This design comes from an exercise in tuning for small area, a short achievable clock period and few clock cycles per item on the open sky130 flow, not from production work.
Where RTL was checked, it was by simulation tests only, not by an equivalence proof against the original.
Power is estimated from default activity; no workload was simulated.

==> flow/design.v <==
module tcp_rx (
    input  wire        clk,
    input  wire        rst,
    input  wire        start,
    output wire        ready,
    input  wire        raw,
    input  wire [31:0] src_addr,
    input  wire [31:0] dst_addr,
    input  wire [15:0] len,
    input  wire        in_valid,
    output wire        in_ready,
    input  wire [31:0] in_data,
    output reg         done,
    output reg  [1:0]  result,
    output reg  [15:0] csum,
    output reg  [2:0]  seg_class,
    output reg  [15:0] payload_len,
    output reg  [15:0] sport,
    output reg  [15:0] dport,
    output reg  [31:0] seq_num,
    output reg  [31:0] ack_num,
    output reg  [3:0]  doff,
    output reg  [5:0]  flags,
    output reg  [15:0] window,
    output reg  [15:0] cksum_field,
    output reg  [15:0] urg_ptr
);
    localparam [1:0] RES_OK        = 2'd0;
    localparam [1:0] RES_MALFORMED = 2'd1;
    localparam [1:0] RES_CHECKSUM  = 2'd2;
    localparam [2:0] C_NONE   = 3'd0;
    localparam [2:0] C_DATA   = 3'd1;
    localparam [2:0] C_SYN    = 3'd2;
    localparam [2:0] C_SYNACK = 3'd3;
    localparam [2:0] C_ACK    = 3'd4;
    localparam [2:0] C_FIN    = 3'd5;
    localparam [2:0] C_FINACK = 3'd6;
    function [31:0] csa;
        input [15:0] a;
        input [15:0] b;
        input [15:0] c;
        reg   [15:0] s, k;
        begin
            s   = a ^ b ^ c;
            k   = (a & b) | (a & c) | (b & c);
            csa = {k[14:0], k[15], s};
        end
    endfunction
    reg         ready_q;      
    reg         in_ready_q;   
    reg         pend_q;       
    reg         raw_q;
    reg  [1:0]  low_q;        
    reg         short_q;      
    reg         hok_q;        
    reg         clr_q;        
    reg  [13:0] rem_q;        
    reg         rz_q;         
    reg  [4:0]  hc_q;         
    reg  [15:0] sx_q, sy_q;   
    assign ready    = ready_q;
    assign in_ready = in_ready_q;
    wire beat   = in_valid & in_ready_q;
    wire last   = rz_q | ((rem_q == 14'd1) & (low_q == 2'd0));
    wire busy0  = ~ready_q & ~in_ready_q;          
    wire clr    = clr_q;                           
    wire [3:0] lane_ok;
    assign lane_ok[3] = 1'b1;
    assign lane_ok[2] = ~rz_q | (low_q != 2'd1);
    assign lane_ok[1] = ~rz_q | (low_q == 2'd3);
    assign lane_ok[0] = ~rz_q;
    wire [3:0]  lane = lane_ok & {4{in_ready_q}};
    wire [31:0] dm   = in_data & {{8{lane[3]}}, {8{lane[2]}}, {8{lane[1]}}, {8{lane[0]}}};
    wire [15:0] op_z = raw_q          ? 16'd0 :
                       busy0          ? 16'd6 :
                       (hc_q == 5'd0) ? {rem_q, low_q} :
                       (hc_q == 5'd1) ? 16'd6 : 16'd0;
    wire [31:0] l1 = csa(clr ? 16'd0 : sx_q, clr ? 16'd0 : sy_q, op_z);
    wire [15:0] op_a = ready_q ? src_addr[31:16] : l1[15:0];
    wire [15:0] op_b = ready_q ? src_addr[15:0]  : l1[31:16];
    wire [15:0] op_c = ready_q ? dst_addr[31:16] : dm[31:16];
    wire [15:0] op_d = ready_q ? dst_addr[15:0]  : dm[15:0];
    wire [31:0] l2 = csa(op_a, op_b, op_c);
    wire [31:0] l3 = csa(l2[15:0], l2[31:16], op_d);
    wire [16:0] fs0    = {1'b0, sx_q} + {1'b0, sy_q};
    wire [15:0] fs1    = sx_q + sy_q + 16'd1;
    wire [15:0] fold   = fs0[16] ? fs1 : fs0[15:0];
    wire        sum_ok = ((sx_q ^ sy_q) == 16'hFFFF) | ((sx_q & sy_q) == 16'hFFFF);
    wire [4:0]  hc_inc    = hc_q + 5'd1;
    wire        hc_ge4    = (hc_q[4:2] != 3'd0);    
    wire        pl_take   = beat & hc_ge4 & (hc_q == {1'b0, doff});
    wire        pl_clear  = beat & (hc_q == 5'd0);
    wire        hdr_fit   = beat & hc_ge4 & (hc_inc == {1'b0, doff}) & ~rz_q;
    wire        malformed = short_q | (doff < 4'd5) | ~hok_q;
    wire [5:0]  k         = flags & 6'h17;
    reg  [2:0]  cls;
    always @(*) begin
        if (payload_len != 16'd0)
            cls = ((flags & 6'h07) == 6'h00) ? C_DATA : C_NONE;
        else begin
            case (k)
                6'h02:   cls = C_SYN;
                6'h12:   cls = C_SYNACK;
                6'h10:   cls = C_ACK;
                6'h01:   cls = C_FIN;
                6'h11:   cls = C_FINACK;
                default: cls = C_NONE;
            endcase
        end
    end
    always @(posedge clk) begin
        csum        <= ~fold;
        seg_class   <= cls;
        if (raw_q)
            result <= RES_OK;
        else if (malformed)
            result <= RES_MALFORMED;
        else if (!sum_ok)
            result <= RES_CHECKSUM;
        else
            result <= RES_OK;
    end
    always @(posedge clk) begin
        if (in_valid || !in_ready_q)
            {sy_q, sx_q} <= l3;
    end
    always @(posedge clk) begin
        if (beat) begin
            case (hc_q)
                5'd0: begin
                    sport <= in_data[31:16];
                    dport <= in_data[15:0];
                end
                5'd1: seq_num <= in_data;
                5'd2: ack_num <= in_data;
                5'd3: begin
                    doff   <= in_data[31:28];
                    flags  <= in_data[21:16];
                    window <= in_data[15:0];
                end
                5'd4: begin
                    cksum_field <= in_data[31:16];
                    urg_ptr     <= in_data[15:0];
                end
                default: ;
            endcase
        end
    end
    always @(posedge clk) begin
        if (ready_q && start) begin
            raw_q <= raw;
            low_q   <= len[1:0];
            short_q <= (len[15:2] < 14'd5);
        end
        if (pl_clear)
            payload_len <= 16'd0;
        else if (pl_take)
            payload_len <= {rem_q, low_q};
        if (pl_clear)
            hok_q <= 1'b0;
        else if (hdr_fit)
            hok_q <= 1'b1;
        if (ready_q)
            clr_q <= raw;
        else if (beat)
            clr_q <= 1'b0;
        if (ready_q)
            hc_q <= 5'd0;
        else if (beat && hc_q != 5'd16)
            hc_q <= hc_inc;
        if (ready_q) begin
            rem_q <= len[15:2];
            rz_q  <= (len[15:2] == 14'd0);
        end else if (beat) begin
            rem_q <= rem_q - 14'd1;
            rz_q  <= (rem_q == 14'd1);
        end
    end
    always @(posedge clk) begin
        if (rst) begin
            ready_q    <= 1'b1;
            in_ready_q <= 1'b0;
            pend_q     <= 1'b0;
            done       <= 1'b0;
        end else begin
            done <= ready_q & pend_q;
            if (ready_q) begin
                if (start) begin
                    ready_q    <= 1'b0;
                    in_ready_q <= (len != 16'd0);
                    pend_q     <= 1'b0;
                end else begin
                    pend_q     <= 1'b0;
                end
            end else if (busy0) begin
                ready_q <= 1'b1;
                pend_q  <= 1'b1;
            end else if (beat && last) begin
                in_ready_q <= 1'b0;
                ready_q    <= 1'b1;
                pend_q     <= 1'b1;
            end
        end
    end
endmodule
Settings: LEC_CHECK=0, CAP_MARGIN=20, CORE_MARGIN=2, CORE_UTILIZATION=40, PLACE_DENSITY=0.6, SLEW_MARGIN=20; clock period 11.0 ns.
standard.sh (not shown) runs the stock make flow with config.mk's settings and CLKGATE_MAP_FILE= SYNTH_SCRIPT=/design/flow/synth_recipe.tcl, a recipe that flattens the netlist after the stock synthesis.
==> flow/flow/run.sh <==
#!/bin/bash
# Layout flow: the standard ORFS flow (standard.sh) with these changes:
# - ports buffered by the smallest plain buffer (buf_1) instead of the
#   delay-cell buffer buffer_ports picks by default;
# - timing repair aimed at a setup margin below the clock period, so the
#   resizer works on the paths that set the achieved period;
# - clock tree synthesis without dummy loads.
# The make output goes to standard.log; each ORFS step writes its own log
# under orfs/logs/.
set -euo pipefail
bash standard.sh \
  "BUFFER_PORTS_ARGS=-buffer_cell sky130_fd_sc_hd__buf_1" \
  "SETUP_SLACK_MARGIN=7.8" \
  "CTS_ARGS=-sink_clustering_enable -repair_clock_nets -dont_use_dummy_load -sink_clustering_size 25 -sink_clustering_max_diameter 150" \
  finish > standard.log 2>&1
Testbench counts at the start, summed over its fixed seeds: cycles 93,989, items 1,280.
Then changed:
--- a/flow/design.v
+++ b/flow/design.v
@@ -54,13 +54,13 @@
     reg         short_q;      
     reg         hok_q;        
     reg         clr_q;        
     reg  [13:0] rem_q;        
     reg         rz_q;         
     reg  [4:0]  hc_q;         
-    reg  [15:0] sx_q, sy_q;   
+    reg  [15:0] sx_q, sy_q, sz_q;   
     assign ready    = ready_q;
     assign in_ready = in_ready_q;
     wire beat   = in_valid & in_ready_q;
     wire last   = rz_q | ((rem_q == 14'd1) & (low_q == 2'd0));
     wire busy0  = ~ready_q & ~in_ready_q;          
     wire clr    = clr_q;                           
@@ -72,23 +72,25 @@
     wire [3:0]  lane = lane_ok & {4{in_ready_q}};
     wire [31:0] dm   = in_data & {{8{lane[3]}}, {8{lane[2]}}, {8{lane[1]}}, {8{lane[0]}}};
     wire [15:0] op_z = raw_q          ? 16'd0 :
                        busy0          ? 16'd6 :
                        (hc_q == 5'd0) ? {rem_q, low_q} :
                        (hc_q == 5'd1) ? 16'd6 : 16'd0;
-    wire [31:0] l1 = csa(clr ? 16'd0 : sx_q, clr ? 16'd0 : sy_q, op_z);
-    wire [15:0] op_a = ready_q ? src_addr[31:16] : l1[15:0];
-    wire [15:0] op_b = ready_q ? src_addr[15:0]  : l1[31:16];
-    wire [15:0] op_c = ready_q ? dst_addr[31:16] : dm[31:16];
-    wire [15:0] op_d = ready_q ? dst_addr[15:0]  : dm[15:0];
-    wire [31:0] l2 = csa(op_a, op_b, op_c);
-    wire [31:0] l3 = csa(l2[15:0], l2[31:16], op_d);
-    wire [16:0] fs0    = {1'b0, sx_q} + {1'b0, sy_q};
-    wire [15:0] fs1    = sx_q + sy_q + 16'd1;
+    wire [31:0] l1 = csa(clr ? 16'd0 : sx_q, clr ? 16'd0 : sy_q, clr ? 16'd0 : sz_q);
+    wire [31:0] l2 = csa(l1[15:0], l1[31:16], op_z);
+    wire [15:0] op_a = ready_q ? src_addr[31:16] : l2[15:0];
+    wire [15:0] op_b = ready_q ? src_addr[15:0]  : dm[31:16];
+    wire [15:0] op_c = ready_q ? dst_addr[31:16] : dm[15:0];
+    wire [31:0] l3 = csa(op_a, op_b, op_c);
+    wire [15:0] nz = ready_q ? dst_addr[15:0] : l2[31:16];
+    wire [15:0] fs     = l1[15:0];
+    wire [15:0] fc     = l1[31:16];
+    wire [16:0] fs0    = {1'b0, fs} + {1'b0, fc};
+    wire [15:0] fs1    = fs + fc + 16'd1;
     wire [15:0] fold   = fs0[16] ? fs1 : fs0[15:0];
-    wire        sum_ok = ((sx_q ^ sy_q) == 16'hFFFF) | ((sx_q & sy_q) == 16'hFFFF);
+    wire        sum_ok = ((fs ^ fc) == 16'hFFFF) | ((fs & fc) == 16'hFFFF);
     wire [4:0]  hc_inc    = hc_q + 5'd1;
     wire        hc_ge4    = (hc_q[4:2] != 3'd0);    
     wire        pl_take   = beat & hc_ge4 & (hc_q == {1'b0, doff});
     wire        pl_clear  = beat & (hc_q == 5'd0);
     wire        hdr_fit   = beat & hc_ge4 & (hc_inc == {1'b0, doff}) & ~rz_q;
     wire        malformed = short_q | (doff < 4'd5) | ~hok_q;
@@ -118,14 +120,16 @@
         else if (!sum_ok)
             result <= RES_CHECKSUM;
         else
             result <= RES_OK;
     end
     always @(posedge clk) begin
-        if (in_valid || !in_ready_q)
+        if (in_valid || !in_ready_q) begin
             {sy_q, sx_q} <= l3;
+            sz_q         <= nz;
+        end
     end
     always @(posedge clk) begin
         if (beat) begin
             case (hc_q)
                 5'd0: begin
                     sport <= in_data[31:16];
Effect: The changed run produced a clean layout; via count is higher by 7.5%; cell area is higher by 7.3%; sequential power is higher by about 3%; cell count is higher by 6.1%; maximum frequency is higher by 0.68%; total power is higher by 8.9%; routed wire length is higher by 6.1%.
No functional check of the RTL was part of the second run of this note.

## port drivers added, routing unchanged
No port has a modelled driver above. Below, the same layouts with a new extraction and two added sets of constraints. Step 1 sets driving cells, clkbuf_16 on the clock port and buf_2 on the other inputs (assumed; they add their load-dependent delay and slew). Step 2 times the ports against the registers' clock, not the clock port: input delays grow and output delays shrink by t, the midpoint of the rising clock arrivals with the driver on. a / b / c = ideal / step 1 / step 2; a / b = the first two.
run | t (ns) | setup WS [ns] | slew at the worst register clock pin (ns) | worst data-port slew with drivers (ns) | pins driven straight from the clock port
the first run | 0.529 | 7.579 / 7.579 / 7.207 | 0.11 / 0.11 | 0.07 | 1
the second run | 0.534 | 7.602 / 7.602 / 7.314 | 0.11 / 0.11 | 0.07 | 1
After both steps setup and hold are still met in every run listed. The setup slack of the first run, which loses most, moves by 0.000 ns with the drivers and by -0.372 ns with both steps.
